What follows belongs to an exercise in optimizing a design on an open flow for small area; a production flow would make more cautious choices.
Function was checked by simulation only, so behaviour that the tests miss may differ from the original.
No activity file was given, so power comes from the tool's default toggle rates.

$ cat design/flow/flow/area.abc
strash
&get -n
&deepsyn -J 40 -T 600
&put
strash
&get -n
&dch -f
&nf -R 1000 -p -F 10 -C 32
&put
$ cat design/flow/config.mk
export PLATFORM = sky130hd
export DESIGN_NAME = fsx
export DESIGN_NICKNAME = fsx
export VERILOG_FILES = /design/flow/design.v
export SDC_FILE = /design/flow/constraint.sdc
export NUM_CORES = 8
export LEC_CHECK = 0
export CAP_MARGIN = 20
export CORE_MARGIN = 2
export CORE_UTILIZATION = 55
export SLEW_MARGIN = 20
$ cat design/flow/design.v
module fsx #(
    parameter integer F_CLK_HZ = 400
) (
    input  wire        clk,
    input  wire        rst,
    input  wire        rx_valid,
    input  wire [7:0]  rx_data,
    input  wire        chan_fail,
    output reg         tx_valid,
    output reg  [7:0]  tx_data,
    input  wire        tx_ready,
    input  wire        h_we,
    input  wire [4:0]  h_addr,
    input  wire [15:0] h_wdata,
    output reg  [15:0] h_rdata,
    output wire        irq,
    output wire        link_fail,
    input  wire [31:0] cfg_preamble,         
    input  wire [7:0]  cfg_addr_main,
    input  wire [7:0]  cfg_addr_remote,
    input  wire [7:0]  cfg_addr_pump,
    input  wire [7:0]  cfg_cmd_set,
    input  wire [7:0]  cfg_cmd_telem,
    input  wire [8:0]  cfg_telem_frame_len,  
    input  wire [7:0]  cfg_off_pwatt,
    input  wire [7:0]  cfg_off_prpm,
    input  wire [3:0]  cfg_off_eq1,          
    input  wire [3:0]  cfg_off_eq2,          
    input  wire [3:0]  cfg_off_hour,         
    input  wire [3:0]  cfg_off_min,          
    input  wire [7:0]  cfg_off_wtemp,        
    input  wire [7:0]  cfg_off_atemp,        
    input  wire [71:0] cfg_feature_id        
);
    localparam integer TIMEOUT_TICKS = 5 * F_CLK_HZ;
    function [10:0] lfsr_step(input [10:0] s);
        lfsr_step = {s[9:0], s[10] ^ s[8]};
    endfunction
    function [10:0] lfsr_after(input integer n);
        integer i;
        reg [10:0] s;
        begin
            s = 11'h001;
            for (i = 0; i < n; i = i + 1)
                s = lfsr_step(s);
            lfsr_after = s;
        end
    endfunction
    localparam [10:0] T_SEED = 11'h001;
    localparam [10:0] T_END  = lfsr_after(TIMEOUT_TICKS + 1);
    localparam [1:0] RS_HUNT = 2'd0, RS_HDR = 2'd1, RS_PAY = 2'd2, RS_CK = 2'd3;
    localparam [1:0] DS_IDLE = 2'd0, DS_TX = 2'd1, DS_WAIT = 2'd2;
    reg        rx_en, ie_done, ie_err;
    reg        lfail;                       
    reg [1:0]  rs;
    reg        m1, m2, m3;                  
    reg [7:0]  cnt;                         
    reg [7:0]  f_dst, f_src, f_cmd, f_len;
    reg [15:0] sum;
    reg [7:0]  c_eq1;
    reg        c_eq2;
    reg [7:0]  c_a, c_b, c_c, c_d;          
    reg        nx_pw, nx_rp;
    reg        got_wt, got_at;
    reg [8:0]  equip;
    reg [7:0]  hour, minute, wtemp, atemp, s_src, s_dst;
    reg [15:0] pwatt, prpm;
    reg [31:0] ts;
    reg        v_st, v_wtemp, v_atemp, v_pump;
    reg        fresh;
    reg [15:0] seq;
    reg [15:0] ck_rx, ck_calc, cnt_ok, cnt_ckerr;
    reg        v_ck;
    reg [7:0]  lf_dst, lf_src, lf_cmd, lf_len;
    reg        v_lf;
    reg [31:0] now;
    reg [1:0]  dstate;
    reg [3:0]  c_feat;
    reg        c_st;
    reg [2:0]  att;
    reg [3:0]  txidx;
    reg [10:0] tmr;
    reg        done, result, cause, aborted;
    reg        illegal_op, cmd_overrun;
    wire        wr_ctrl = h_we && (h_addr == 5'h00);
    wire        wr_cmd  = h_we && (h_addr == 5'h01);
    wire [3:0]  op      = h_wdata[15:12];
    reg cmd_illegal;
    always @(*) begin
        case (op)
            4'h0:    cmd_illegal = (h_wdata[11:0] != 12'h000);
            4'h1:    cmd_illegal = (h_wdata[11:5] != 7'h00) || (h_wdata[3:0] > 4'd8);
            4'h2:    cmd_illegal = (h_wdata[11:3] != 9'h000);
            default: cmd_illegal = 1'b1;
        endcase
    end
    wire idle      = (dstate == DS_IDLE);
    wire busy      = !idle;
    wire do_setf   = wr_cmd && !cmd_illegal && (op == 4'h1);
    wire do_clr    = wr_cmd && !cmd_illegal && (op == 4'h2);
    wire start     = do_setf && idle;
    wire overrun   = do_setf && busy;
    wire clr_done  = do_clr && h_wdata[0];
    wire clr_err   = do_clr && h_wdata[1];
    wire clr_cnt   = do_clr && h_wdata[2];
    wire rx_live = !chan_fail && !lfail;
    wire rx_off  = rx_live && !rx_en;
    wire rx_byte = rx_live && rx_en && rx_valid;
    wire [7:0] b = rx_data;
    wire in_hunt = (rs == RS_HUNT);
    wire in_hdr  = (rs == RS_HDR);
    wire in_pay  = (rs == RS_PAY);
    wire in_ck   = (rs == RS_CK);
    wire pre_hit = m3 && (b == cfg_preamble[7:0]);
    wire hdr_last = (cnt[1:0] == 2'd3);
    wire [7:0] cnt_inc = cnt + 8'd1;
    wire pay_last = (cnt_inc == f_len);
    wire ck1    = rx_byte && in_ck && m1;
    wire [15:0] ckr = {cnt, b};
    wire ck_ok  = (ckr == sum);
    wire accept = ck1 && ck_ok;
    wire reject = ck1 && !ck_ok;
    wire is_telem  = (f_src == cfg_addr_pump) && (f_cmd == cfg_cmd_telem) &&
                     (({1'b0, f_len} + 9'd10) == cfg_telem_frame_len);
    wire is_status = !is_telem && (f_len > 8'd8);
    wire upd_telem  = accept && is_telem;
    wire upd_status = accept && is_status;
    wire store_upd  = upd_telem || upd_status;
    wire pay_byte = rx_byte && in_pay;
    wire hit_eq1  = (cnt == {4'h0, cfg_off_eq1});
    wire hit_eq2  = (cnt == {4'h0, cfg_off_eq2});
    wire hit_hour = (cnt == {4'h0, cfg_off_hour});
    wire hit_min  = (cnt == {4'h0, cfg_off_min});
    wire hit_wt   = (cnt == cfg_off_wtemp);
    wire hit_at   = (cnt == cfg_off_atemp);
    wire hit_pw   = (cnt == cfg_off_pwatt);
    wire hit_rp   = (cnt == cfg_off_prpm);
    wire in_tx   = (dstate == DS_TX);
    wire in_wait = (dstate == DS_WAIT);
    wire tmo     = (tmr == T_END);
    wire match   = v_st && (equip[c_feat] == c_st);
    wire [7:0] c_fid  = cfg_feature_id[c_feat*8 +: 8];
    reg  [9:0] c_csum;    
    reg [7:0] frame_byte;
    always @(*) begin
        case (txidx)
            4'd0:    frame_byte = cfg_preamble[31:24];
            4'd1:    frame_byte = cfg_preamble[23:16];
            4'd2:    frame_byte = cfg_preamble[15:8];
            4'd3:    frame_byte = cfg_preamble[7:0];
            4'd4:    frame_byte = cfg_addr_remote;
            4'd5:    frame_byte = cfg_addr_main;
            4'd6:    frame_byte = cfg_cmd_set;
            4'd7:    frame_byte = 8'h02;
            4'd8:    frame_byte = c_fid;
            4'd9:    frame_byte = {7'h00, c_st};
            4'd10:   frame_byte = {6'h00, c_csum[9:8]};
            default: frame_byte = c_csum[7:0];
        endcase
    end
    wire tx_on  = in_tx && !tmo;
    wire tx_end = tx_on && tx_ready && (txidx == 4'd11);
    always @(*) begin
        if (!rst && tx_on) begin
            tx_valid = 1'b1;
            tx_data  = frame_byte;
        end else begin
            tx_valid = 1'b0;
            tx_data  = 8'h00;
        end
    end
    wire       cmd_seen = (att != 3'd0);
    wire [2:0] rstate_o = lfail ? 3'd4 : {1'b0, rs};
    always @(*) begin
        case (h_addr)
            5'h00: h_rdata = {13'h0000, ie_err, ie_done, rx_en};
            5'h02: h_rdata = {1'b0, att, cmd_seen ? c_feat : 4'h0, 2'b00, cmd_seen & c_st,
                              aborted, cause, result, done, busy};
            5'h03: h_rdata = {13'h0000, lfail, cmd_overrun, illegal_op};
            5'h04: h_rdata = {10'h000, dstate, fresh, rstate_o};
            5'h05: h_rdata = {9'h000, v_st, v_pump, v_st, v_atemp, v_wtemp, v_st, v_st};
            5'h06: h_rdata = v_st ? {7'h00, equip} : 16'h0000;
            5'h07: h_rdata = v_st ? {hour, minute} : 16'h0000;
            5'h08: h_rdata = {v_atemp ? atemp : 8'h00, v_wtemp ? wtemp : 8'h00};
            5'h09: h_rdata = v_st ? {s_src, s_dst} : 16'h0000;
            5'h0A: h_rdata = v_pump ? pwatt : 16'h0000;
            5'h0B: h_rdata = v_pump ? prpm : 16'h0000;
            5'h0C: h_rdata = v_st ? ts[15:0] : 16'h0000;
            5'h0D: h_rdata = v_st ? ts[31:16] : 16'h0000;
            5'h0E: h_rdata = seq;
            5'h0F: h_rdata = v_ck ? ck_rx : 16'h0000;
            5'h10: h_rdata = v_ck ? ck_calc : 16'h0000;
            5'h11: h_rdata = cnt_ok;
            5'h12: h_rdata = cnt_ckerr;
            5'h13: h_rdata = now[15:0];
            5'h14: h_rdata = now[31:16];
            5'h15: h_rdata = v_lf ? {lf_src, lf_dst} : 16'h0000;
            5'h16: h_rdata = v_lf ? {lf_cmd, lf_len} : 16'h0000;
            default: h_rdata = 16'h0000;
        endcase
    end
    assign irq       = (ie_done && done) || (ie_err && (illegal_op || cmd_overrun || lfail));
    assign link_fail = lfail;
    always @(posedge clk) begin
        if (rx_byte) begin
            if (in_hunt || (in_hdr && hdr_last))
                cnt <= 8'd0;
            else if (in_ck)
                cnt <= b;
            else
                cnt <= cnt_inc;
            if (in_hdr)
                {f_dst, f_src, f_cmd, f_len} <= {f_src, f_cmd, f_len, b};
            if (in_hunt)
                sum <= 16'h0000;
            else if (!in_ck)
                sum <= sum + {8'h00, b};
        end
        if (pay_byte) begin
            nx_pw <= hit_pw;
            nx_rp <= hit_rp;
            if (hit_eq1) c_eq1 <= b;
            if (hit_eq2) c_eq2 <= b[0];
            if (is_telem) begin
                if (hit_pw) c_a <= b;
                if (nx_pw)  c_b <= b;
                if (hit_rp) c_c <= b;
                if (nx_rp)  c_d <= b;
            end else begin
                if (hit_hour) c_a <= b;
                if (hit_min)  c_b <= b;
                if (hit_wt)   c_c <= b;
                if (hit_at)   c_d <= b;
            end
        end
        if (rx_byte && in_hdr) begin
            got_wt <= 1'b0;
            got_at <= 1'b0;
        end else if (pay_byte) begin
            if (hit_wt) got_wt <= 1'b1;
            if (hit_at) got_at <= 1'b1;
        end
        if (upd_telem) begin
            pwatt <= {c_a, c_b};
            prpm  <= {c_c, c_d};
        end
        if (upd_status) begin
            equip  <= {c_eq2, c_eq1};
            hour   <= c_a;
            minute <= c_b;
            s_src  <= f_src;
            s_dst  <= f_dst;
            ts     <= now;
            if (got_wt) wtemp <= c_c;
            if (got_at) atemp <= c_d;
        end
        if (accept) begin
            lf_dst <= f_dst;
            lf_src <= f_src;
            lf_cmd <= f_cmd;
            lf_len <= f_len;
        end
        if (reject) begin
            ck_rx   <= ckr;
            ck_calc <= sum;
        end
        if (start) begin
            c_feat <= h_wdata[3:0];
            c_st   <= h_wdata[4];
        end
        if (idle)
            txidx <= 4'd0;
        else if (tx_on && tx_ready)
            txidx <= (txidx == 4'd11) ? 4'd0 : txidx + 4'd1;
        tmr <= idle ? T_SEED : lfsr_step(tmr);
        if (txidx[3:2] == 2'b00)
            c_csum <= 10'd0;
        else if (tx_on && tx_ready && !(txidx[3] && txidx[1]))
            c_csum <= c_csum + {2'b00, frame_byte};
    end
    wire [15:0] cnt_ok_base    = clr_cnt ? 16'h0000 : cnt_ok;
    wire [15:0] cnt_ckerr_base = clr_cnt ? 16'h0000 : cnt_ckerr;
    always @(posedge clk) begin
        if (rst) begin
            rx_en   <= 1'b1;
            ie_done <= 1'b0;
            ie_err  <= 1'b0;
            lfail <= 1'b0;
            rs <= RS_HUNT;
            m1 <= 1'b0; m2 <= 1'b0; m3 <= 1'b0;
            v_st <= 1'b0; v_wtemp <= 1'b0; v_atemp <= 1'b0; v_pump <= 1'b0;
            fresh <= 1'b0;
            seq <= 16'h0000;
            cnt_ok <= 16'h0000; cnt_ckerr <= 16'h0000;
            v_ck <= 1'b0; v_lf <= 1'b0;
            now <= 32'h0;
            dstate <= DS_IDLE;
            att <= 3'd0;
            done <= 1'b0; result <= 1'b0; cause <= 1'b0; aborted <= 1'b0;
            illegal_op <= 1'b0; cmd_overrun <= 1'b0;
        end else begin
            if (wr_ctrl) begin
                rx_en   <= h_wdata[0];
                ie_done <= h_wdata[1];
                ie_err  <= h_wdata[2];
            end
            if (wr_cmd && cmd_illegal)
                illegal_op <= 1'b1;
            else if (clr_err)
                illegal_op <= 1'b0;
            if (overrun)
                cmd_overrun <= 1'b1;
            else if (clr_err)
                cmd_overrun <= 1'b0;
            if (chan_fail) begin
                lfail <= 1'b1;
            end else if (lfail) begin
            end else if (!rx_en) begin
                rs <= RS_HUNT;
                m1 <= 1'b0; m2 <= 1'b0; m3 <= 1'b0;
            end else if (rx_valid) begin
                m1 <= in_hunt ? (b == cfg_preamble[31:24]) : (in_ck && !m1);
                m2 <= in_hunt && m1 && (b == cfg_preamble[23:16]);
                m3 <= in_hunt && m2 && (b == cfg_preamble[15:8]);
                case (rs)
                    RS_HUNT: if (pre_hit) rs <= RS_HDR;
                    RS_HDR:  if (hdr_last) rs <= (b == 8'h00) ? RS_CK : RS_PAY;
                    RS_PAY:  if (pay_last) rs <= RS_CK;
                    default: if (m1) rs <= RS_HUNT;
                endcase
            end
            if (accept) v_lf <= 1'b1;
            if (reject) v_ck <= 1'b1;
            if (accept)
                cnt_ok <= (cnt_ok_base == 16'hFFFF) ? 16'hFFFF : cnt_ok_base + 16'd1;
            else
                cnt_ok <= cnt_ok_base;
            if (reject)
                cnt_ckerr <= (cnt_ckerr_base == 16'hFFFF) ? 16'hFFFF : cnt_ckerr_base + 16'd1;
            else
                cnt_ckerr <= cnt_ckerr_base;
            if (upd_telem)
                v_pump <= 1'b1;
            if (upd_status) begin
                v_st <= 1'b1;
                if (got_wt) v_wtemp <= 1'b1;
                if (got_at) v_atemp <= 1'b1;
            end
            if (store_upd)
                seq <= seq + 16'd1;
            if (store_upd)
                fresh <= 1'b1;
            else if (tx_end)
                fresh <= 1'b0;
            case (dstate)
                DS_IDLE: begin
                    if (start) begin
                        dstate  <= DS_TX;
                        att     <= 3'd1;
                        done    <= 1'b0;
                        result  <= 1'b0;
                        cause   <= 1'b0;
                        aborted <= 1'b0;
                    end else if (clr_done) begin
                        done    <= 1'b0;
                        result  <= 1'b0;
                        cause   <= 1'b0;
                        aborted <= 1'b0;
                    end
                end
                DS_TX: begin
                    if (tmo) begin
                        dstate  <= DS_IDLE;
                        done    <= 1'b1;
                        result  <= 1'b1;
                        cause   <= 1'b0;
                        aborted <= 1'b1;
                    end else begin
                        if (clr_done) begin
                            done    <= 1'b0;
                            result  <= 1'b0;
                            cause   <= 1'b0;
                            aborted <= 1'b0;
                        end
                        if (tx_ready && txidx == 4'd11)
                            dstate <= DS_WAIT;
                    end
                end
                DS_WAIT: begin
                    if (fresh && match) begin
                        dstate <= DS_IDLE;
                        done   <= 1'b1;
                        result <= 1'b0;
                        cause  <= 1'b0;
                    end else if (tmo) begin
                        dstate <= DS_IDLE;
                        done   <= 1'b1;
                        result <= 1'b1;
                        cause  <= 1'b0;
                    end else if (fresh && (att < 3'd5)) begin
                        att    <= att + 3'd1;
                        dstate <= DS_TX;
                    end else if (fresh) begin
                        dstate <= DS_IDLE;
                        done   <= 1'b1;
                        result <= 1'b1;
                        cause  <= 1'b1;
                    end else if (clr_done) begin
                        done    <= 1'b0;
                        result  <= 1'b0;
                        cause   <= 1'b0;
                        aborted <= 1'b0;
                    end
                end
                default: ;
            endcase
            now <= now + 32'd1;
        end
    end
endmodule
$ cat design/flow/constraint.sdc
create_clock -name core_clock -period 10.0 [get_ports {clk}]
set_input_delay 2.0000 -clock core_clock [delete_from_list [all_inputs] [get_ports {clk}]]
set_output_delay 2.0000 -clock core_clock [all_outputs]
set_load 0.01 [all_outputs]
$ cat design/flow/flow/run.sh
#!/bin/bash
# Own layout flow: the standard ORFS flow (standard.sh) with three changes:
#  1. synthesis is synth_recipe.tcl unchanged, except that ORFS's single ABC call
#     gets an area-oriented ABC script (flow/area.abc) in place of the speed one;
#     registers are mapped before ABC, so they are the standard synthesis's;
#  2. port buffers use the smallest buffer cell (every port still gets one);
#  3. CTS without dummy clock loads.
# Every tool's output goes to logs in this folder (flow_make.log, ORFS logs under orfs/logs).
set -euo pipefail
W=$(pwd)
export BUFFER_PORTS_ARGS="-buffer_cell sky130_fd_sc_hd__buf_1"
export CTS_ARGS="-sink_clustering_enable -repair_clock_nets -sink_clustering_size ${FSX_CTS_SIZE:-16} -sink_clustering_max_diameter ${FSX_CTS_DIAM:-60} -buf_list sky130_fd_sc_hd__clkbuf_8 -dont_use_dummy_load"
cat > "$W/flow_synth.tcl" <<EOT
proc abc {args} {
  set i [lsearch -exact \$args -script]
  if {\$i >= 0} { set args [lreplace \$args [expr {\$i + 1}] [expr {\$i + 1}] {$W/flow/area.abc}] }
  yosys abc {*}\$args
}
source {$W/synth_recipe.tcl}
EOT
sed "s#SYNTH_SCRIPT=[^ ]*#SYNTH_SCRIPT=$W/flow_synth.tcl#" standard.sh > own_standard.sh
grep -q "SYNTH_SCRIPT=$W/flow_synth.tcl" own_standard.sh
bash own_standard.sh finish > flow_make.log 2>&1
$ cat design/flow/standard.sh
#!/bin/bash
# synth_recipe.tcl (not shown) runs the flow's synth.tcl, then flattens the netlist and writes it again
# the make line also repeats each setting of config.mk as NAME=value (left out here)
make -C /OpenROAD-flow-scripts/flow DESIGN_CONFIG=/design/flow/config.mk WORK_HOME=/design/flow/orfs CLKGATE_MAP_FILE= SYNTH_SCRIPT=/design/flow/synth_recipe.tcl "${@:-finish}"
==> impl_results.md, run 1 <==
- Status: complete, no violations
- CTS tree: built
- Drt pass-1 iters: 10
- Vias in the first global route: 15.0k
- Root Driver: clkbuf_8
- Hold Path Cell Cnt: 0
- Crit. End Element: primary output
- Post-synth cell types: 60
- Hold WC Path Type: reg -> reg
- HPWL Detailed: 46200 um
- Final setup viols: 0
- RSZ-0062 raised after global routing: false
- Synth Warn #: 1
- Worst Path Max Fanout: 11
- Layout cells sized above 1: 0.0374
- DIE HEIGHT: 190 um
- Worst reg2reg setup slack: 4.91 ns
- Area growth syn-to-layout: 11.8%
- Final Hold Viols: 0
- Fill count: 2808
- LEAKAGE: 7.00 nW
- Mapped Area: 0.0191 mm^2
- Nets: 2227
- CP max stage cell: o21ai_0
- Slew Limit Fails: 0
- Overall routing resource usage: 0.347
- Post-DP Area: 0.0209 mm^2
- Setup bufs post-CTS: 0
- WHS Endpoint: equip[6]
- Port buffer count: 262
- Final Power: 2.97 mW
- Crit share post-route: 0.693
- Syn Nets: 1900
- Clock slew at reported path FFs: 0.10 ns
- CTS Buf Count: 34
- Design Area, Final: 0.0214 mm^2
- Clock latency (worst-skew pair): 0.58 ns
- DR vias: 16.0k
- Standard-cell rows: 68
- First-pass GRT wire length: 93000 um
- Avg Inst Size Synth: 11.8 um^2
- # diodes: 0
- Setup TNS: 0 ns
- Max incr delay on CP: 0.86 ns
- Wire per inst: 26.2 um
- # DRC: 0
- Reg-to-reg critical path startpoint: cnt[0]
- Post-CTS Resized: 0
- F_max: 0.144 GHz
- Gr ovfl total: 0
- Hold Crit Start: c_eq1[6]
- Die ar.: 0.0363 mm^2
- Clock Tree Buf Depth: 3
- Critical Path RT: 8.00 ns
- First DRT Iteration DRCs: 2389
- Initial antenna violation count: 0
- Largest net degree at the start of global routing: 71
- Post-route ant nets: 0
- Core ar.: 0.0344 mm^2
- Most used cell, CP: buf_1
- Hold_buf cts: 0
- Routability Congestion: 0.968
- Post-Synthesis Cells: 1626
- Worst slew margin: 0.230
- DRT Wirelength: 63100 um
- Most frequent cells in the layout: 289 x edfxtp_1, 261 x buf_1, 134 x dfxtp_1, 105 x nand2_1, 101 x a21oi_1
- Reg2Reg Depth: 16
- CP Cell Sequence: buf_1 > or3_1 > nor2_1 > clkinv_1 > o21ai_0 > a22oi_1 > and4_1 > nand3_1 > buf_1
- Total of max-cap violations: 0
- Seq/Total Area, Yosys: 0.594
- Die Width: 190 um
- Crit path launch type: primary input
- Synth Flop Type: edfxtp_1
- Starting Density: 0.556
- Crit Path Category: in -> out
- Tmin final: 6.93 ns
- Synth async-reset ratio: 0
- Worst clock skew: 0.0627 ns
- PwrDens: 139 mW/mm^2
- Max rail drop VDD: 0.000103 V
- Post-synthesis register bit count: 423
- Most common cell after layout, fill and taps aside: edfxtp_1
- Clock sink count: 423
- R2r endpoint: seq[15]
- Vias/cell: 6.66
- I/O pin total: 263
- Number of synthesized flops with an enable pin: 289
- H-tree Lvls: 2
- Worst slew pin tran: 1.15 ns
- Worst path arrival time: 4.93 ns
## synth_stat cells (3+ instances only)
cell type	count	area share
a32o_1	3	0.0016
o41ai_1	4	0.0018
nand4b_1	3	0.0014
nor2b_1	32	0.010
o2111ai_1	8	0.0037
nor2_1	100	0.020
o221ai_1	9	0.0041
nor4_1	12	0.0039
o21ai_0	59	0.015
a31oi_1	16	0.0052
clkinv_1	61	0.012
and3_1	61	0.020
a22oi_1	34	0.013
o21a_1	12	0.0047
xnor2_1	66	0.030
a222oi_1	67	0.035
a21o_1	7	0.0027
and4_1	8	0.0037
or3_1	9	0.0029
and2_0	27	0.0088
or2_0	3	0.00098
a211oi_1	8	0.0031
xor2_1	30	0.014
o22ai_1	22	0.0072
a21oi_1	101	0.026
o2bb2ai_1	4	0.0018
a311oi_1	3	0.0014
nor3b_1	4	0.0016
a22o_1	33	0.015
o31ai_1	6	0.0024
nand2b_1	21	0.0069
nand2_1	105	0.021
edfxtp_1	289	0.45
nand3_1	31	0.0081
a221o_1	4	0.0021
dfxtp_1	134	0.14
mux4_2	3	0.0035
nor3_1	86	0.023
ha_1	36	0.024
a221oi_1	34	0.016
nand4_1	45	0.015
## worst max-delay path, delay by kind of cell
family,cells,cell delay [ns]
buffers and inverters,3,0.55
and+or+nand+nor,4,1.34
AOI/OAI and AO/OA,2,1.04
## through the flow
stage	hold WS, ns	utilization	setup slack (ns)	std cells
3_5_place_dp	0.413	0.608	3.17	2372
6_report	0.433	0.622	3.07	2406
4_1_cts	0.429	0.622	3.16	2406
5_1_grt	0.438	0.622	2.83	2406
2_1_floorplan	0.400	-	3.11	1626
3_3_place_gp	0.405	0.608	3.22	2372
## final cells by class
class / instances / area [um^2] / area share
Clock buffer: 34 / 468 / 0.0219
Inverter: 61 / 229 / 0.0107
Multi-Input combinational cell: 1142 / 7540 / 0.353
Sequential cell: 423 / 11400 / 0.532
Tap cell: 455 / 569 / 0.0266
Timing Repair Buffer: 291 / 1200 / 0.0563
## routing by layer
layer	track usage	up-vias	wire, um
met2	0.551	969	29300
met1	0.482	7788	24700
li1	-	7123	-
met3	0.0607	140	6660
met4	0.124	0	2510
met5	0	-	0
## logic make-up (layout without fill, tap and decap cells)
logic type	after synthesis	count (layout)	share of synthesized area
compound gates	445	445	0.168
xor+xnor	96	96	0.0440
fa+ha+maj	38	38	0.0257
buf+inv	61	386	0.0120
flops	423	423	0.594
mux	5	5	0.00465
simple gates	558	558	0.151
## how the worst max path moves through the flow
stage / depth (start not counted) / from / slack (ns) / to
final: 9 / h_addr[3] / 3.07 / h_rdata[10]
after global routing: 9 / h_addr[3] / 2.83 / h_rdata[10]
after CTS: 9 / h_addr[3] / 3.16 / h_rdata[10]
after detailed placement: 9 / h_addr[3] / 3.17 / h_rdata[10]
after global placement: 9 / h_addr[3] / 3.22 / h_rdata[10]
after floorplan: 17 / cfg_addr_pump[6] / 3.11 / seq[15]
## state kept, by name, summed over array words and instances, names as in the netlist, 9 cells and up
register and flops:
now 32, cnt_ok 16, pwatt 16, c_csum 10, ts 32, tmr 11
cnt_ckerr 16, prpm 16, ck_rx 16, equip 9, seq 16, sum 16
ck_calc 16
## report_power, final
| group | leakage [nW] | switching [mW] | internal (mW) |
|---|---|---|---|
| sequential | 3.70 | 0.0202 | 1.86 |
| clock | 0.244 | 0.532 | 0.307 |
| combinational | 3.06 | 0.152 | 0.0988 |
==> run 2, diff against run 1 <==
--- a/design/flow/flow/run.sh
+++ b/design/flow/flow/run.sh
@@ -10,5 +10,5 @@
 W=$(pwd)
 export BUFFER_PORTS_ARGS="-buffer_cell sky130_fd_sc_hd__buf_1"
-export CTS_ARGS="-sink_clustering_enable -repair_clock_nets -sink_clustering_size ${FSX_CTS_SIZE:-16} -sink_clustering_max_diameter ${FSX_CTS_DIAM:-60} -buf_list sky130_fd_sc_hd__clkbuf_8 -dont_use_dummy_load"
+export CTS_ARGS="-sink_clustering_enable -repair_clock_nets -sink_clustering_size ${FSX_CTS_SIZE:-28} -sink_clustering_max_diameter ${FSX_CTS_DIAM:-80} -buf_list sky130_fd_sc_hd__clkbuf_16 -dont_use_dummy_load"
 cat > "$W/flow_synth.tcl" <<EOT
 proc abc {args} {
==> impl_results.md, run 2 <==
- First-pass GRT wire length: 92200 um (was 93000 um)
- Total of max-cap violations: 0 (unchanged)
- Hold WC Path Type: reg -> reg (unchanged)
- Clock slew at reported path FFs: 0.10 ns (about the same)
- Crit path launch type: primary input (unchanged)
- Wire per inst: 26.2 um (about the same)
- RSZ-0062 raised after global routing: false (unchanged)
- Setup TNS: 0 ns (unchanged)
- Port buffer count: 262 (unchanged)
- CTS Buf Count: 21 (was 34)
- Area of the multi-input gates: 0.00754 mm^2 (unchanged)
- Clock Tree Buf Depth: 3 (unchanged)
- Post-synth cell types: 60 (unchanged)
- Worst clock skew: 0.0745 ns (was 0.0627 ns)
- Drt pass-1 iters: 9 (was 10)
- HPWL Detailed: 46200 um (unchanged)
- Fin cells: 2393 (was 2406)
- Post-synthesis register bit count: 423 (unchanged)
- Post-route ant nets: 0 (unchanged)
- Crit Path Category: in -> out (unchanged)
- Synth async-reset ratio: 0 (unchanged)
- DRT Wirelength: 62700 um (was 63100 um)
- Max rail drop VDD: 0.000142 V (was 0.000103 V)
- Synth Flop Type: edfxtp_1 (unchanged)
- Area growth syn-to-layout: 12.1% (was 11.8%)
- Vias in the first global route: 14.9k (was 15.0k)
- Crit share post-route: 0.690 (was 0.693)
- I/O pin total: 263 (unchanged)
- Pre-CTS setup slack: 3.17 ns (unchanged)
- Final Power: 3.03 mW (was 2.97 mW)
- Most common cell after layout, fill and taps aside: edfxtp_1 (unchanged)
- Post-Synthesis Cells: 1626 (unchanged)
- LEAKAGE: 7.02 nW (was 7.00 nW)
- Crit. End Element: primary output (unchanged)
- PwrDens: 141 mW/mm^2 (was 139 mW/mm^2)
- First DRT Iteration DRCs: 2453 (was 2389)
- Syn Nets: 1900 (unchanged)
- Standard-cell rows: 68 (unchanged)
- Synth top area share: 0.454 (unchanged)
- Fill count: 2785 (was 2808)
- Largest net degree at the start of global routing: 71 (unchanged)
- Placed Cells: 2372 (unchanged)
- Status: complete, no violations (unchanged)
- Worst slew pin tran: 1.13 ns (was 1.15 ns)
- Setup bufs post-CTS: 0 (unchanged)
- Post-layout util: 0.623 (was 0.622)
- Worst reg2reg setup slack: 4.92 ns (was 4.91 ns)
- Hold_buf cts: 0 (unchanged)
- Clock sink count: 423 (unchanged)
- Worst slew margin: 0.249 (was 0.230)
- Most frequent cells in the layout: 289 x edfxtp_1, 261 x buf_1, 134 x dfxtp_1, 105 x nand2_1, 101 x a21oi_1 (unchanged)
- Clock latency (worst-skew pair): 0.55 ns (was 0.58 ns)
- Final setup viols: 0 (unchanged)
- Cell with the most instances after synthesis: edfxtp_1 (unchanged)
- Routability Congestion: 0.968 (unchanged)
- CTS tree: built (unchanged)
- Number of synthesized flops with an enable pin: 289 (unchanged)
- Regs by FF count: now: 32 flops, ts: 32 flops (unchanged)
- Layout cells sized above 1: 0.0310 (was 0.0374)
- Seq/Total Area, Yosys: 0.594 (unchanged)
- Worst setup endpoint: h_rdata[10] (unchanged)
- Final Hold Viols: 0 (unchanged)
- Vias/cell: 6.63 (was 6.66)
- Die ar.: 0.0363 mm^2 (unchanged)
- Leading cell types by count after synthesis: 289 x edfxtp_1, 134 x dfxtp_1, 105 x nand2_1 (unchanged)
- Initial antenna violation count: 0 (unchanged)
- Nets: 2214 (was 2227)
- Slew Limit Fails: 0 (unchanged)
- Overall routing resource usage: 0.343 (was 0.347)
- Worst Path Max Fanout: 11 (unchanged)
- Root Driver: clkbuf_16 (was clkbuf_8)
- Critical Path RT: 8.00 ns (about the same)
- Largest area contributor in the synthesized netlist: edfxtp_1 (unchanged)
- Register area: 0.0114 mm^2 (unchanged)
- Post-CTS Resized: 0 (unchanged)
- DR vias: 15.9k (was 16.0k)
- Worst path arrival time: 4.90 ns (was 4.93 ns)
- H-tree Lvls: 1 (was 2)
- Post-route worst setup slack: 3.10 ns (was 3.07 ns)
- Core ar.: 0.0344 mm^2 (unchanged)
- F_max: 0.145 GHz (was 0.144 GHz)
- Starting Density: 0.556 (unchanged)
- Reg-to-reg critical path startpoint: cnt[0] (unchanged)
- DIE HEIGHT: 190 um (unchanged)
- Tmin final: 6.90 ns (was 6.93 ns)
- Setup crit start: h_addr[3] (unchanged)
- Gr ovfl total: 0 (unchanged)
- Synth Warn #: 1 (unchanged)
- Die Width: 190 um (unchanged)
- Mapped Area: 0.0191 mm^2 (unchanged)
- # diodes: 0 (unchanged)
- R2r endpoint: seq[15] (unchanged)
- Avg Inst Size Synth: 11.8 um^2 (unchanged)
- Reg2Reg Depth: 16 (unchanged)
- # DRC: 0 (unchanged)
- Synth area leaders: edfxtp_1 45%, dfxtp_1 14%, a222oi_1 3.5% (unchanged)
## run 2: worst min path at each step
stage,from,to,slack [ns],cells past startpoint
finish,c_eq1[2],equip[2],0.41,0
global route,c_eq1[2],equip[2],0.43,0
CTS,c_eq1[2],equip[2],0.42,0
detailed placement,c_eq1[4],equip[4],0.41,0
global placement,c_eq1[7],equip[7],0.40,0
floorplan,c_eq1[0],equip[0],0.40,0
## run 2: per-layer routing
metal,vias up,track usage,part of all wire
li1,7097,-,-
met1,7763,0.478,0.40
met2,891,0.550,0.47
met3,108,0.0593,0.098
met4,0,0.107,0.033
met5,-,0,0
## run 2: where the power goes
group / internal, mW / leakage [nW] / switching [mW] / total, mW
combinational: 0.0988 / 3.06 / 0.153 / 0.251
clock: 0.377 / 0.259 / 0.516 / 0.893
sequential: 1.86 / 3.70 / 0.0202 / 1.88
total: 2.34 / 7.02 / 0.689 / 3.03
## run 2: cells by family after synthesis
logic type,share of synthesized area
and+or+nand+nor,0.151
AOI/OAI and AO/OA,0.168
DFF,0.594
xor gates and xnor gates,0.0440
buffers and inverters,0.0120
adders and majority gates,0.0257
muxes,0.00465
## run 2: cell type report
class	instances	area share
clock buffers	21	0.0245
well taps	455	0.0266
flip-flops and latches	423	0.530
multi-input cells	1142	0.352
repair buffers	291	0.0561
inverters	61	0.0107
## run 2: worst max-delay path: stages
cell and delay [ns]:
buf_1 0.21, or3_1 0.51, nor2_1 0.46, clkinv_1 0.17, o21ai_0 0.83, a22oi_1 0.18, and4_1 0.28, nand3_1 0.09
buf_1 0.16
## run 2: metrics by stage
step | area [um^2] | hold slack (ns)
5_1_grt | 21400 | 0.430
3_5_place_dp | 20900 | 0.413
3_3_place_gp | 20900 | 0.405
6_report | 21400 | 0.411
2_1_floorplan | 19100 | 0.400
4_1_cts | 21400 | 0.421
==> run 3, diff against run 2 <==
==> design/flow/flow/run.sh (replaced) <==
#!/bin/bash
# Own layout flow: the standard ORFS flow (standard.sh) with three changes:
#  1. synthesis is synth_recipe.tcl unchanged, except that ORFS's single ABC call
#     gets an area-oriented ABC script (flow/area.abc) in place of the speed one;
#     registers are mapped before ABC, so they are the standard synthesis's;
#  2. port buffers use the smallest buffer cell (every port still gets one);
#  3. CTS without dummy clock loads;
#  4. adders are left to ABC (ADDER_MAP_FILE empty) instead of being mapped to
#     full/half-adder cells before it.
# Every tool's output goes to logs in this folder (flow_make.log, ORFS logs under orfs/logs).
set -euo pipefail
W=$(pwd)
export BUFFER_PORTS_ARGS="-buffer_cell sky130_fd_sc_hd__buf_1"
export CTS_ARGS="-sink_clustering_enable -repair_clock_nets -sink_clustering_size ${FSX_CTS_SIZE:-16} -sink_clustering_max_diameter ${FSX_CTS_DIAM:-60} -buf_list sky130_fd_sc_hd__clkbuf_8 -dont_use_dummy_load"
cat > "$W/flow_synth.tcl" <<EOT
proc abc {args} {
  set i [lsearch -exact \$args -script]
  if {\$i >= 0} { set args [lreplace \$args [expr {\$i + 1}] [expr {\$i + 1}] {$W/flow/area.abc}] }
  yosys abc {*}\$args
}
source {$W/synth_recipe.tcl}
EOT
sed -e "s#SYNTH_SCRIPT=[^ ]*#SYNTH_SCRIPT=$W/flow_synth.tcl#" -e "s#CLKGATE_MAP_FILE= #CLKGATE_MAP_FILE= ADDER_MAP_FILE= #" standard.sh > own_standard.sh
grep -q "SYNTH_SCRIPT=$W/flow_synth.tcl" own_standard.sh
grep -q "ADDER_MAP_FILE= " own_standard.sh
bash own_standard.sh finish > flow_make.log 2>&1
==> impl_results.md, run 3 <==
- Status: complete, no violations (unchanged)
- Post-route worst setup slack: 3.22 ns (was 3.10 ns)
- Seq/Total Area, Yosys: 0.619 (was 0.594)
- Slew Limit Fails: 0 (unchanged)
- Post-synth cell types: 52 (was 60)
- Post-layout util: 0.632 (was 0.623)
- Gr busiest metal: met2 (unchanged)
- Leading cell types by count after synthesis: 289 x edfxtp_1, 142 x nor2_1, 134 x dfxtp_1 (was 289 x edfxtp_1, 134 x dfxtp_1, 105 x nand2_1)
- Design Area, Final: 0.0207 mm^2 (was 0.0214 mm^2)
- Crit Path Category: in -> reg (was in -> out)
- Fin cells: 2335 (was 2393)
- Met3 usage: 0.0572 (was 0.0593)
- Worst path arrival time: 7.21 ns (was 4.90 ns)
- Nets: 2131 (was 2214)
- Synth Flop Type: edfxtp_1 (unchanged)
- Global-route met1 utilization: 0.486 (was 0.478)
- Vias in the first global route: 14.5k (was 14.9k)
- Crit. End Element: flip-flop (was primary output)
- Wire per inst: 26.6 um (was 26.2 um)
- Post-synthesis register bit count: 423 (unchanged)
- Area growth syn-to-layout: 12.5% (was 12.1%)
- Synth top area share: 0.473 (was 0.454)
- Synth Warn #: 1 (unchanged)
- Number of synthesized flops with an enable pin: 289 (unchanged)
- Initial antenna violation count: 0 (unchanged)
- Largest area contributor in the synthesized netlist: edfxtp_1 (unchanged)
- F_max: 0.148 GHz (was 0.145 GHz)
- Routability Congestion: 0.994 (was 0.968)
- Worst reg2reg setup slack: 3.90 ns (was 4.92 ns)
- DRT Wirelength: 62000 um (was 62700 um)
- Regs by FF count: now: 32 flops, ts: 32 flops (unchanged)
- Worst slew pin tran: 1.20 ns (was 1.13 ns)
- First DRT Iteration DRCs: 2496 (was 2453)
- Overall routing resource usage: 0.346 (was 0.343)
- Post-CTS Resized: 0 (unchanged)
- Clock Tree Buf Depth: 3 (unchanged)
- Port buffer count: 262 (unchanged)
- Crit path launch type: primary input (unchanged)
- Die Width: 187 um (was 190 um)
- Total of max-cap violations: 0 (unchanged)
- Worst hold slack: 0.427 ns (was 0.411 ns)
- Pre-CTS setup slack: 2.70 ns (was 3.17 ns)
- Final Power: 2.85 mW (was 3.03 mW)
- Gr ovfl total: 0 (unchanged)
- DIE HEIGHT: 187 um (was 190 um)
- DR vias: 15.6k (was 15.9k)
- Setup TNS: 0 ns (unchanged)
- Synth async-reset ratio: 0 (unchanged)
- Vias/cell: 6.69 (was 6.63)
- RSZ-0062 raised after global routing: false (unchanged)
- Die ar.: 0.0349 mm^2 (was 0.0363 mm^2)
- Crit share post-route: 0.678 (was 0.690)
- Most common cell after layout, fill and taps aside: edfxtp_1 (unchanged)
- Syn Nets: 1802 (was 1900)
- PwrDens: 138 mW/mm^2 (was 141 mW/mm^2)
- Layout cells sized above 1: 0.0417 (was 0.0310)
- Cell with the most instances after synthesis: edfxtp_1 (unchanged)
- Standard-cell rows: 66 (was 68)
- Grt met2 use: 0.543 (was 0.550)
- Core ar.: 0.0327 mm^2 (was 0.0344 mm^2)
- Worst Path Max Fanout: 35 (was 11)
- Tmin final: 6.78 ns (was 6.90 ns)
- Mapped Area: 0.0184 mm^2 (was 0.0191 mm^2)
- Setup bufs post-CTS: 0 (unchanged)
- # diodes: 0 (unchanged)
- Worst slew margin: 0.197 (was 0.249)
- Clock slew at reported path FFs: 0.09 ns (was 0.10 ns)
- Clock sink count: 423 (unchanged)
- # DRC: 0 (unchanged)
- Root Driver: clkbuf_8 (was clkbuf_16)
- Placed Cells: 2300 (was 2372)
- I/O pin total: 263 (unchanged)
- Synth area leaders: edfxtp_1 47%, dfxtp_1 15%, a222oi_1 3.8% (was edfxtp_1 45%, dfxtp_1 14%, a222oi_1 3.5%)
- CTS Buf Count: 35 (was 21)
- Hold_buf cts: 0 (unchanged)
- Starting Density: 0.561 (was 0.556)
- Largest net degree at the start of global routing: 70 (was 71)
- HPWL Detailed: 46000 um (was 46200 um)
- Worst clock skew: 0.0711 ns (was 0.0745 ns)
- Post-Synthesis Cells: 1566 (was 1626)
- Most frequent cells in the layout: 289 x edfxtp_1, 261 x buf_1, 134 x nor2_1, 134 x dfxtp_1, 101 x a21oi_1 (was 289 x edfxtp_1, 261 x buf_1, 134 x dfxtp_1, 105 x nand2_1, 101 x a21oi_1)
- Critical Path RT: 10.44 ns (was 8.00 ns)
- Post-route ant nets: 0 (unchanged)
- Final setup viols: 0 (unchanged)
- Final Hold Viols: 0 (unchanged)
- LEAKAGE: 6.62 nW (was 7.02 nW)
- Drt pass-1 iters: 9 (unchanged)
- CTS tree: built (unchanged)
- Hold WC Path Type: reg -> reg (unchanged)
- Clock latency (worst-skew pair): 0.58 ns (was 0.55 ns)
- Max rail drop VDD: 0.000104 V (was 0.000142 V)
- Post-DP Area: 0.0202 mm^2 (was 0.0209 mm^2)
- H-tree Lvls: 2 (was 1)
- First-pass GRT wire length: 90800 um (was 92200 um)
- Avg Inst Size Synth: 11.7 um^2 (was 11.8 um^2)
run 3: changes by cell type in the layout (fill, tap and decap cells not counted), sizes merged, moves of 10 or more:
cell,before,now
a22o,33,16
a22oi,34,51
and3,61,39
clkbuf,22,36
ha,36,0
nand2b,21,11
nand4,45,32
nor2,100,142
o21a,12,22
o21ai,59,38
o22ai,22,45
o31ai,6,18
xnor2,66,39
run 3: kinds of logic after synthesis:
group	after synthesis	share of synthesized area
AOI/OAI and AO/OA	461	0.182
buffers and inverters	56	0.0114
xor gates and xnor gates	76	0.0363
DFF	423	0.619
and+or+nand+nor	550	0.152
run 3: area by class of cell:
| class | count | area [um^2] |
|---|---|---|
| fillers | 2735 | 12000 |
| flip-flops and latches | 423 | 11400 |
| multi-input cells | 1087 | 6850 |
| repair buffers | 292 | 1210 |
| well taps | 442 | 553 |
| clock buffers | 35 | 482 |
| inverters | 56 | 210 |
run 3: power breakdown:
part | switching [mW] | internal, mW
clock network | 0.530 | 0.315
registers | 0.00972 | 1.85
logic | 0.0868 | 0.0563
total | 0.626 | 2.23
run 3: worst max-delay path, cell delays in order:
cell and delay, ns:
buf_1 0.56, nand2_1 0.16, nand2b_1 0.14, nor4b_1 0.26, and4_1 0.32, nor2b_4 0.50
and2_1 0.21, buf_4 0.41, nor2_1 0.13, nor2b_1 0.20, and2_0 0.28, and3_1 0.24
and2_0 0.26, and3_1 0.25, and2_0 0.26, and3_1 0.26, and3_1 0.25, and3_1 0.22
nand2_1 0.09, xor2_1 0.14, nor2_1 0.05
run 3: path summary, 6_finish.rpt:
path              startpoint  endpoint  cells past startpoint
setup / recovery  rx_data[2]   seq[15]                     21
setup reg to reg      now[0]   now[31]                     22
hold / removal      c_eq1[3]  equip[3]                      0
hold reg to reg     c_eq1[3]  equip[3]                      0
run 3: routing by layer:
metal / part of all wire / up-vias / wire length, um
li1: - / 6910 / -
met1: 0.40 / 7567 / 24900
met2: 0.45 / 1001 / 28100
met3: 0.10 / 144 / 6430
met4: 0.042 / 0 / 2580
met5: 0 / - / 0
==> run 4, diff against run 3 <==
--- a/design/flow/flow/run.sh
+++ b/design/flow/flow/run.sh
@@ -1,4 +1,4 @@
 #!/bin/bash
-# Own layout flow: the standard ORFS flow (standard.sh) with three changes:
+# Own layout flow: the standard ORFS flow (standard.sh) with these changes:
 #  1. synthesis is synth_recipe.tcl unchanged, except that ORFS's single ABC call
 #     gets an area-oriented ABC script (flow/area.abc) in place of the speed one;
==> impl_results.md, run 4 <==
- H-tree Lvls: 2 (unchanged)
- Mapped Area: 0.0184 mm^2 (unchanged)
- Synth async-reset ratio: 0 (unchanged)
- Seq/Total Area, Yosys: 0.619 (unchanged)
- Crit Path Category: in -> reg (unchanged)
- Vias/cell: 6.69 (unchanged)
- Post-CTS Resized: 0 (unchanged)
- Regs by FF count: now: 32 flops, ts: 32 flops (unchanged)
- Reg-to-reg critical path startpoint: now[0] (unchanged)
- Wire per inst: 26.6 um (unchanged)
- Max incr delay on CP: 0.56 ns (about the same)
- Fill count: 2735 (unchanged)
- Synth Warn #: 1 (unchanged)
- Largest area contributor in the synthesized netlist: edfxtp_1 (unchanged)
- Number of synthesized flops with an enable pin: 289 (unchanged)
- Post-Synthesis Cells: 1566 (unchanged)
- Synth area leaders: edfxtp_1 47%, dfxtp_1 15%, a222oi_1 3.8% (unchanged)
- First-pass GRT wire length: 90800 um (unchanged)
- Layout cells sized above 1: 0.0417 (unchanged)
- LEAKAGE: 6.62 nW (unchanged)
- Setup bufs post-CTS: 0 (unchanged)
- Crit path depth: 21 (unchanged)
- # diodes: 0 (unchanged)
- DRT Wirelength: 62000 um (unchanged)
- Die ar.: 0.0349 mm^2 (unchanged)
- Leading cell types by count after synthesis: 289 x edfxtp_1, 142 x nor2_1, 134 x dfxtp_1 (unchanged)
- Die Width: 187 um (unchanged)
- Final setup viols: 0 (unchanged)
- Area growth syn-to-layout: 12.5% (unchanged)
- Reg2Reg Depth: 22 (unchanged)
- I/O pin total: 263 (unchanged)
- Overall routing resource usage: 0.346 (unchanged)
- PwrDens: 138 mW/mm^2 (unchanged)
- Top cell family by delay on the critical path: simple AND/OR/NAND/NOR gates (unchanged)
- Status: complete, no violations (unchanged)
- Nets: 2131 (unchanged)
- Post-synthesis register bit count: 423 (unchanged)
- Final Power: 2.85 mW (unchanged)
- Worst path arrival time: 7.21 ns (about the same)
- Tmin final: 6.78 ns (unchanged)
- Syn Nets: 1802 (unchanged)
- Worst reg2reg setup slack: 3.90 ns (about the same)
- Clock latency (worst-skew pair): 0.58 ns (about the same)
- # DRC: 0 (unchanged)
- R2r endpoint: now[31] (unchanged)
- F_max: 0.148 GHz (unchanged)
- Critical Path RT: 10.44 ns (about the same)
- Root Driver: clkbuf_8 (unchanged)
- WP buf/inv: 2 (unchanged)
- Port buffer count: 262 (unchanged)
- Worst slew margin: 0.197 (unchanged)
- Worst Path Max Fanout: 35 (unchanged)
- Post-route ant nets: 0 (unchanged)
- Setup crit start: rx_data[2] (unchanged)
- HPWL Detailed: 46000 um (unchanged)
- CTS Buf Count: 35 (unchanged)
- Worst clock skew: 0.0711 ns (unchanged)
- Synth Flop Type: edfxtp_1 (unchanged)
- Largest net degree at the start of global routing: 70 (unchanged)
- Post-layout util: 0.632 (unchanged)
- Initial antenna violation count: 0 (unchanged)
- Standard-cell rows: 66 (unchanged)
- Max rail drop VDD: 0.000104 V (unchanged)
- Most frequent cells in the layout: 289 x edfxtp_1, 261 x buf_1, 134 x nor2_1, 134 x dfxtp_1, 101 x a21oi_1 (unchanged)
- Hold WC Path Type: reg -> reg (unchanged)
- Routability Congestion: 0.994 (unchanged)
- CP max stage cell: buf_1 (unchanged)
- Slew Limit Fails: 0 (unchanged)
- Starting Density: 0.561 (unchanged)
- Crit. End Element: flip-flop (unchanged)
- Post-synth cell types: 52 (unchanged)
- Most used cell, CP: and3_1 (unchanged)
- Gr ovfl total: 0 (unchanged)
- Crit path launch type: primary input (unchanged)
- CTS tree: built (unchanged)
- Most common cell after layout, fill and taps aside: edfxtp_1 (unchanged)
- Drt pass-1 iters: 9 (unchanged)
- RSZ-0062 raised after global routing: false (unchanged)
- Hold_buf cts: 0 (unchanged)
- Clock Tree Buf Depth: 3 (unchanged)
- Synth top area share: 0.473 (unchanged)
- Worst setup endpoint: seq[15] (unchanged)
- Clock slew at reported path FFs: 0.09 ns (about the same)
- Crit share post-route: 0.678 (unchanged)
- First DRT Iteration DRCs: 2496 (unchanged)
- Vias in the first global route: 14.5k (unchanged)
- Clock sink count: 423 (unchanged)
- Avg Inst Size Synth: 11.7 um^2 (unchanged)
- Setup TNS: 0 ns (unchanged)
- Final Hold Viols: 0 (unchanged)
- Cell with the most instances after synthesis: edfxtp_1 (unchanged)
- DIE HEIGHT: 187 um (unchanged)
- Worst slew pin tran: 1.20 ns (unchanged)
- DR vias: 15.6k (unchanged)
- CP Cell Sequence: buf_1 > nand2_1 > nand2b_1 > nor4b_1 > and4_1 > nor2b_4 > and2_1 > buf_4 > nor2_1 > nor2b_1 > and2_0 > and3_1 > and2_0 > and3_1 > and2_0 > and3_1 > and3_1 > and3_1 > nand2_1 > xor2_1 > nor2_1 (unchanged)
- Total of max-cap violations: 0 (unchanged)
- Core ar.: 0.0327 mm^2 (unchanged)
[run 4: cell counts after synthesis]
No cell type changed its count.
[run 4: layout make-up]
class	instances	area, um^2	share of cell area
Sequential cell	423	11400	0.550
Multi-Input combinational cell	1087	6850	0.331
Timing Repair Buffer	292	1210	0.0586
Tap cell	442	553	0.0268
Clock buffer	35	482	0.0233
Inverter	56	210	0.0102
[run 4: cells by family after synthesis]
logic type | share of synthesized area
and+or+nand+nor | 0.152
AOI/OAI and AO/OA | 0.182
DFF | 0.619
buffers and inverters | 0.0114
xor gates and xnor gates | 0.0363
[run 4: worst reg2reg max path: stages (launching register included)]
cell and delay [ns]:
dfxtp_1 0.45, and3_1 0.32, and2_0 0.31, and3_1 0.36, and3_1 0.26, and2_0 0.27, and3_1 0.24, and2_0 0.27
and3_1 0.24, and2_0 0.45, and3_1 0.27, and2_0 0.25, and3_1 0.25, and2_0 0.25, and3_1 0.28, and2_0 0.30
and3_1 0.24, and2_0 0.25, and3_1 0.23, and2_0 0.19, nand2_1 0.09, xor2_1 0.14, nor2_1 0.05
[run 4: worst min-delay path by stage]
stage / cells past startpoint / from / end
floorplan: 0 / c_eq1[0] / equip[0]
global placement: 0 / c_eq1[7] / equip[7]
detailed placement: 0 / c_eq1[7] / equip[7]
CTS: 0 / c_eq1[3] / equip[3]
global route: 0 / c_eq1[3] / equip[3]
finish: 0 / c_eq1[3] / equip[3]
[run 4: stage by stage]
stage	cell area (um^2)	cells	worst slack [ns]	hold slack (ns)
after floorplan	18400	1566	0.962	0.400
final	20700	2335	3.22	0.427
after global routing	20700	2335	2.73	0.444
after global placement	20200	2300	2.99	0.402
after CTS	20700	2335	3.30	0.429
after detailed placement	20200	2300	2.70	0.405
[run 4: power breakdown]
| part | internal, mW | switching, mW |
|---|---|---|
| Clock | 0.315 | 0.530 |
| Combinational | 0.0563 | 0.0868 |
| Sequential | 1.85 | 0.00972 |
| Total | 2.23 | 0.626 |
[run 4: layer usage]
| layer | wire length, um | track usage |
|---|---|---|
| met3 | 6430 | 0.0572 |
| met1 | 24900 | 0.486 |
| met4 | 2580 | 0.134 |
| met2 | 28100 | 0.543 |
| met5 | 0 | 0 |
==> run 5, diff against run 4 <==
--- a/design/flow/flow/run.sh
+++ b/design/flow/flow/run.sh
@@ -11,4 +11,5 @@
 set -euo pipefail
 W=$(pwd)
+export DONT_USE_CELLS="sky130_fd_sc_hd__buf_6 sky130_fd_sc_hd__buf_8 sky130_fd_sc_hd__buf_12 sky130_fd_sc_hd__buf_16 sky130_fd_sc_hd__bufbuf_8 sky130_fd_sc_hd__bufbuf_16"
 export BUFFER_PORTS_ARGS="-buffer_cell sky130_fd_sc_hd__buf_1"
 export CTS_ARGS="-sink_clustering_enable -repair_clock_nets -sink_clustering_size ${FSX_CTS_SIZE:-16} -sink_clustering_max_diameter ${FSX_CTS_DIAM:-60} -buf_list sky130_fd_sc_hd__clkbuf_8 -dont_use_dummy_load"
--- a/design/flow/config.mk
+++ b/design/flow/config.mk
@@ -9,3 +9,4 @@
 export CORE_MARGIN = 2
 export CORE_UTILIZATION = 55
+export GPL_TIMING_DRIVEN = 0
 export SLEW_MARGIN = 20
==> impl_results.md, run 5 <==
- Status: complete, no violations (unchanged)
- Core ar.: 0.0327 mm^2 (unchanged)
- Clock power frac: 0.295 (was 0.296)
- Gr ovfl total: 0 (unchanged)
- Hold_buf cts: 0 (unchanged)
- F_max: 0.130 GHz (was 0.148 GHz)
- Layout cells sized above 1: 0.0498 (was 0.0417)
- Routability Congestion: 0.966 (was 0.994)
- Switching fraction of total power: 0.222 (was 0.220)
- Regs by FF count: now: 32 flops, ts: 32 flops (unchanged)
- Clock Tree Buf Depth: 3 (unchanged)
- HPWL Detailed: 46800 um (was 46000 um)
- Worst slew pin tran: 1.10 ns (was 1.20 ns)
- Most frequent cells in the layout: 289 x edfxtp_1, 259 x buf_1, 134 x dfxtp_1, 127 x nor2_1, 101 x a21oi_1 (was 289 x edfxtp_1, 261 x buf_1, 134 x nor2_1, 134 x dfxtp_1, 101 x a21oi_1)
- Crit. End Element: flip-flop (unchanged)
- Largest net degree at the start of global routing: 41 (was 70)
- Setup bufs post-CTS: 0 (unchanged)
- First-pass GRT wire length: 92200 um (was 90800 um)
- Synth area leaders: edfxtp_1 47%, dfxtp_1 15%, a222oi_1 3.8% (unchanged)
- Fin cells: 2331 (was 2335)
- Nets: 2127 (was 2131)
- Vias/cell: 6.73 (was 6.69)
- DR vias: 15.7k (was 15.6k)
- Mapped Area: 0.0184 mm^2 (unchanged)
- Cell with the most instances after synthesis: edfxtp_1 (unchanged)
- # DRC: 0 (unchanged)
- Worst Path Max Fanout: 18 (was 35)
- Wire per inst: 26.7 um (was 26.6 um)
- Die Width: 187 um (unchanged)
- Synth async-reset ratio: 0 (unchanged)
- I/O pin total: 263 (unchanged)
- Overall routing resource usage: 0.350 (was 0.346)
- Hold Crit Start: c_eq1[7] (was c_eq1[3])
- Final Power: 2.85 mW (about the same)
- Area growth syn-to-layout: 13.9% (was 12.5%)
- Setup TNS: 0 ns (unchanged)
- Root Driver: clkbuf_8 (unchanged)
- Number of synthesized flops with an enable pin: 289 (unchanged)
- Hold WC Path Type: reg -> reg (unchanged)
- Post-layout util: 0.639 (was 0.632)
- Reg-to-reg critical path startpoint: cnt[0] (was now[0])
- Initial antenna violation count: 1 (was 0)
- Placed Cells: 2297 (was 2300)
- # diodes: 0 (unchanged)
- Avg Inst Size Synth: 11.7 um^2 (unchanged)
- Synth Warn #: 1 (unchanged)
- Largest area contributor in the synthesized netlist: edfxtp_1 (unchanged)
- Psw: 632 uW (was 626 uW)
- Worst hold slack: 0.418 ns (was 0.427 ns)
- Synth top area share: 0.473 (unchanged)
- Total of max-cap violations: 0 (unchanged)
- Logic pwr share: 0.051 (was 0.050)
- Setup crit start: rx_data[4] (was rx_data[2])
- Clock slew at reported path FFs: 0.10 ns (was 0.09 ns)
- Final setup viols: 0 (unchanged)
- Syn Nets: 1802 (unchanged)
- Post-CTS Resized: 0 (unchanged)
- Sequential power share: 0.654 (was 0.653)
- PwrDens: 136 mW/mm^2 (was 138 mW/mm^2)
- Synth Flop Type: edfxtp_1 (unchanged)
- Tmin final: 7.72 ns (was 6.78 ns)
- Post-synth cell types: 52 (unchanged)
- Die ar.: 0.0349 mm^2 (unchanged)
- Crit path launch type: primary input (unchanged)
- RSZ-0062 raised after global routing: false (unchanged)
- Slew Limit Fails: 0 (unchanged)
- Drt pass-1 iters: 8 (was 9)
- CTS Buf Count: 34 (was 35)
- LEAKAGE: 6.68 nW (was 6.62 nW)
- Critical Path RT: 10.47 ns (was 10.44 ns)
- Internal: 2.22 mW (was 2.23 mW)
- Leading cell types by count after synthesis: 289 x edfxtp_1, 142 x nor2_1, 134 x dfxtp_1 (unchanged)
- Clock latency (worst-skew pair): 0.58 ns (about the same)
- Post-Synthesis Cells: 1566 (unchanged)
- Port buffer count: 262 (unchanged)
- CTS tree: built (unchanged)
- Post-synthesis register bit count: 423 (unchanged)
- Crit share post-route: 0.772 (was 0.678)
- Max rail drop VDD: 0.0000829 V (was 0.000104 V)
- Crit Path Category: in -> reg (unchanged)
- Standard-cell rows: 66 (unchanged)
- DRT Wirelength: 62300 um (was 62000 um)
- Final Hold Viols: 0 (unchanged)
- First DRT Iteration DRCs: 2260 (was 2496)
- Worst path arrival time: 8.19 ns (was 7.21 ns)
- Worst slew margin: 0.264 (was 0.197)
- Most common cell after layout, fill and taps aside: edfxtp_1 (unchanged)
- DIE HEIGHT: 187 um (unchanged)
- H-tree Lvls: 2 (unchanged)
- Post-route ant nets: 0 (unchanged)
- Vias in the first global route: 14.8k (was 14.5k)
- Clock sink count: 423 (unchanged)
- Worst clock skew: 0.0632 ns (was 0.0711 ns)
- Seq/Total Area, Yosys: 0.619 (unchanged)
- Starting Density: 0.561 (unchanged)
run 5: cell counts after synthesis:
Identical to the previous run, type by type.
run 5: area by class of cell:
cell class / instances / area [um^2]
multi-input combinational: 1087 / 6900
fill: 2685 / 11800
timing repair buffer: 289 / 1410
sequential: 423 / 11400
clock buffer: 34 / 468
inverter: 56 / 210
tap: 442 / 553
run 5: logic make-up (layout without fill, tap and decap cells):
kind of cell           count (synthesis)  in the layout  synth area share
flip-flops                           423            423             0.619
AO/OA/AOI/OAI                        461            461             0.182
buffers and inverters                 56            379            0.0114
XOR/XNOR                              76             76            0.0363
AND/OR/NAND/NOR                      550            550             0.152
run 5: per-stage QoR:
| step | setup slack [ns] | area [um^2] |
|---|---|---|
| floorplan | 0.962 | 18400 |
| global placement | -4.40 | 19900 |
| detailed placement | 1.47 | 20400 |
| CTS | 2.06 | 20900 |
| global route | 1.97 | 20900 |
| finish | 2.28 | 20900 |
run 5: power groups by stage:
| stage | clock (mW) | combinational, mW | sequential, mW |
|---|---|---|---|
| floorplan | 0 | 0.0618 | 1.90 |
| global placement | 0 | 0.138 | 1.90 |
| detailed placement | 0 | 0.143 | 1.90 |
| CTS | 0.842 | 0.144 | 1.86 |
| global route | 0.909 | 0.159 | 1.86 |
| finish | 0.840 | 0.146 | 1.86 |
run 5: critical path, stage by stage:
cell	delay (ns)
buf_1	0.72
xor2_1	0.23
nor4b_1	0.34
and4_1	0.29
nor2b_4	0.68
a21boi_0	0.91
nor2_1	0.25
nor2b_1	0.24
and2_0	0.36
and3_1	0.29
and2_0	0.27
and3_1	0.23
and2_0	0.33
and3_1	0.27
and3_1	0.25
and3_1	0.22
nand2_1	0.09
xor2_1	0.13
nor2_1	0.05
run 5: routing by layer:
layer  up-vias  wire length, um  track usage
met5         -               13            0
met4         2             1970        0.106
met3       143             6700       0.0549
met2      1059            29700        0.581
met1      7571            23900        0.478
li1       6912                -            -
run 5: final timing paths:
kind | endpoint | slack [ns] | depth (start not counted)
min | equip[7] | 0.42 | 0
max | seq[15] | 2.28 | 19
min reg2reg | equip[7] | 0.42 | 0
max reg2reg | seq[15] | 3.56 | 19
==> run 6, diff against run 5 <==
--- a/design/flow/flow/run.sh
+++ b/design/flow/flow/run.sh
@@ -11,7 +11,6 @@
 set -euo pipefail
 W=$(pwd)
-export DONT_USE_CELLS="sky130_fd_sc_hd__buf_6 sky130_fd_sc_hd__buf_8 sky130_fd_sc_hd__buf_12 sky130_fd_sc_hd__buf_16 sky130_fd_sc_hd__bufbuf_8 sky130_fd_sc_hd__bufbuf_16"
 export BUFFER_PORTS_ARGS="-buffer_cell sky130_fd_sc_hd__buf_1"
-export CTS_ARGS="-sink_clustering_enable -repair_clock_nets -sink_clustering_size ${FSX_CTS_SIZE:-16} -sink_clustering_max_diameter ${FSX_CTS_DIAM:-60} -buf_list sky130_fd_sc_hd__clkbuf_8 -dont_use_dummy_load"
+export CTS_ARGS="-sink_clustering_enable -repair_clock_nets -sink_clustering_size ${FSX_CTS_SIZE:-20} -sink_clustering_max_diameter ${FSX_CTS_DIAM:-45} -buf_list sky130_fd_sc_hd__clkbuf_8 -dont_use_dummy_load"
 cat > "$W/flow_synth.tcl" <<EOT
 proc abc {args} {
--- a/design/flow/config.mk
+++ b/design/flow/config.mk
@@ -9,4 +9,3 @@
 export CORE_MARGIN = 2
 export CORE_UTILIZATION = 55
-export GPL_TIMING_DRIVEN = 0
 export SLEW_MARGIN = 20
==> impl_results.md, run 6 <==
- Most used cell, CP: and3_1 (unchanged)
- Post-DP Area: 0.0202 mm^2 (was 0.0204 mm^2)
- DIE HEIGHT: 187 um (unchanged)
- # DRC: 0 (unchanged)
- Crit. End Element: flip-flop (unchanged)
- Register area: 0.0114 mm^2 (unchanged)
- Cell with the most instances after synthesis: edfxtp_1 (unchanged)
- Post-Synthesis Cells: 1566 (unchanged)
- Reg-to-reg critical path startpoint: now[0] (was cnt[0])
- Final Power: 2.94 mW (was 2.85 mW)
- Core ar.: 0.0327 mm^2 (unchanged)
- Wire per inst: 26.6 um (was 26.7 um)
- Reg2Reg Depth: 22 (was 19)
- Max rail drop VDD: 0.0000829 V (about the same)
- Setup TNS: 0 ns (unchanged)
- Crit path launch type: primary input (unchanged)
- RSZ-0062 raised after global routing: false (unchanged)
- LEAKAGE: 6.67 nW (was 6.68 nW)
- Hold WC Path Type: reg -> reg (unchanged)
- Seq/Total Area, Yosys: 0.619 (unchanged)
- Worst Path Max Fanout: 35 (was 18)
- Slew Limit Fails: 0 (unchanged)
- Synth top area share: 0.473 (unchanged)
- Leading cell types by count after synthesis: 289 x edfxtp_1, 142 x nor2_1, 134 x dfxtp_1 (unchanged)
- Design Area, Final: 0.0208 mm^2 (was 0.0209 mm^2)
- Crit Path Category: in -> reg (unchanged)
- Synth async-reset ratio: 0 (unchanged)
- Largest net degree at the start of global routing: 70 (was 41)
- H-tree Lvls: 2 (unchanged)
- Worst path arrival time: 7.19 ns (was 8.19 ns)
- Initial antenna violation count: 0 (was 1)
- Area growth syn-to-layout: 13.1% (was 13.9%)
- Critical Path RT: 10.44 ns (was 10.47 ns)
- CTS Buf Count: 43 (was 34)
- Setup crit start: rx_data[2] (was rx_data[4])
- Setup bufs post-CTS: 0 (unchanged)
- Pre-CTS setup slack: 2.70 ns (was 1.47 ns)
- Vias/cell: 6.65 (was 6.73)
- Worst slew margin: 0.228 (was 0.264)
- Nets: 2139 (was 2127)
- Regs by FF count: now: 32 flops, ts: 32 flops (unchanged)
- Fin cells: 2343 (was 2331)
- # diodes: 0 (unchanged)
- Overall routing resource usage: 0.348 (was 0.350)
- Post-route ant nets: 0 (unchanged)
- DR vias: 15.6k (was 15.7k)
- Synth Flop Type: edfxtp_1 (unchanged)
- Status: complete, no violations (unchanged)
- Post-layout util: 0.635 (was 0.639)
- Clock Tree Buf Depth: 3 (unchanged)
- Largest area contributor in the synthesized netlist: edfxtp_1 (unchanged)
- CP max stage cell: buf_1 (was a21boi_0)
- Post-CTS Resized: 0 (unchanged)
- Worst reg2reg setup slack: 3.91 ns (was 3.56 ns)
- CP Cell Sequence: buf_1 > nand2_1 > nand2b_1 > nor4b_1 > and4_1 > nor2b_4 > and2_1 > buf_4 > nor2_1 > nor2b_1 > and2_0 > and3_1 > and2_0 > and3_1 > and2_0 > and3_1 > and3_1 > and3_1 > nand2_1 > xor2_1 > nor2_1 (was buf_1 > xor2_1 > nor4b_1 > and4_1 > nor2b_4 > a21boi_0 > nor2_1 > nor2b_1 > and2_0 > and3_1 > and2_0 > and3_1 > and2_0 > and3_1 > and3_1 > and3_1 > nand2_1 > xor2_1 > nor2_1)
- Vias in the first global route: 14.6k (was 14.8k)
- Placed Cells: 2300 (was 2297)
- Worst hold slack: 0.421 ns (was 0.418 ns)
- Final Hold Viols: 0 (unchanged)
- Most frequent cells in the layout: 289 x edfxtp_1, 261 x buf_1, 134 x nor2_1, 134 x dfxtp_1, 101 x a21oi_1 (was 289 x edfxtp_1, 259 x buf_1, 134 x dfxtp_1, 127 x nor2_1, 101 x a21oi_1)
- PwrDens: 141 mW/mm^2 (was 136 mW/mm^2)
- Most common cell after layout, fill and taps aside: edfxtp_1 (unchanged)
- F_max: 0.148 GHz (was 0.130 GHz)
- Root Driver: clkbuf_8 (unchanged)
- Avg Inst Size Synth: 11.7 um^2 (unchanged)
- Port buffer count: 262 (unchanged)
- Final setup viols: 0 (unchanged)
- Layout cells sized above 1: 0.0458 (was 0.0498)
- Crit path depth: 21 (was 19)
- Area of the multi-input gates: 0.00685 mm^2 (was 0.00690 mm^2)
- First-pass GRT wire length: 91200 um (was 92200 um)
## run 6: where the power goes
group	switching, mW	leakage [nW]	internal (mW)
Combinational	0.0868	2.65	0.0563
Clock	0.546	0.309	0.382
Sequential	0.00968	3.72	1.86
Total	0.643	6.67	2.29
## run 6: final cells by class
class                           count  share of cell area
Clock buffer                       43              0.0285
Tap cell                          442              0.0266
Multi-Input combinational cell   1087               0.330
Sequential cell                   423               0.547
Inverter                           56              0.0101
Timing Repair Buffer              292              0.0582
## run 6: kinds of logic after synthesis
kind of cell | synth area share
xor gates and xnor gates | 0.0363
DFF | 0.619
AOI/OAI and AO/OA | 0.182
and+or+nand+nor | 0.152
buffers and inverters | 0.0114
## run 6: how the worst min path moves through the flow
| stage | cells past startpoint | endpoint | slack (ns) | start |
|---|---|---|---|---|
| 2_1_floorplan | 0 | equip[0] | 0.40 | c_eq1[0] |
| 3_3_place_gp | 0 | equip[7] | 0.40 | c_eq1[7] |
| 3_5_place_dp | 0 | equip[7] | 0.40 | c_eq1[7] |
| 4_1_cts | 0 | equip[7] | 0.42 | c_eq1[7] |
| 5_1_grt | 0 | equip[7] | 0.43 | c_eq1[7] |
| 6_report | 0 | equip[7] | 0.42 | c_eq1[7] |
## run 6: layer usage
| layer | global-route usage | vias up | share of wire |
|---|---|---|---|
| met2 | 0.548 | 1046 | 0.45 |
| li1 | - | 6924 | - |
| met4 | 0.134 | 0 | 0.040 |
| met1 | 0.486 | 7461 | 0.40 |
| met3 | 0.0600 | 152 | 0.11 |
| met5 | 0 | - | 0 |

## separate check: timing with driven ports
Ports are ideal in the flow. The routed layouts listed here were re-timed in OpenROAD.
Step 1: set_driving_cell puts a clkbuf_16 on clk and a buf_2 on each other input, an assumption about the parent block.
Step 2 times the ports against the registers' clock, not the clock port: input delays grow and output delays shrink by t, the midpoint of the rising clock arrivals with the driver on.
a / b / c = no drivers / after step 1 / after step 2; a / b = the first two.
| run | shift t [ns] | slack for setup (ns) | clock arrival spread, ns | cell pins on the clock port's net |
|---|---|---|---|---|
| run 1 | 0.599 | 3.068 / 3.047 / 3.047 | 0.063 / 0.063 | 1 |
| run 2 | 0.573 | 3.105 / 3.084 / 3.084 | 0.079 / 0.079 | 1 |
| run 3 | 0.591 | 3.223 / 3.249 / 2.659 | 0.071 / 0.071 | 1 |
| run 4 | 0.591 | 3.223 / 3.249 / 2.659 | 0.071 / 0.071 | 1 |
| run 5 | 0.591 | 2.283 / 2.296 / 1.705 | 0.085 / 0.085 | 1 |
| run 6 | 0.616 | 3.248 / 3.274 / 2.658 | 0.077 / 0.078 | 1 |
After both steps setup and hold are still met in every run listed. For run 6, which loses most, drivers alone change the setup slack by +0.026 ns; drivers and shift together by -0.590 ns.
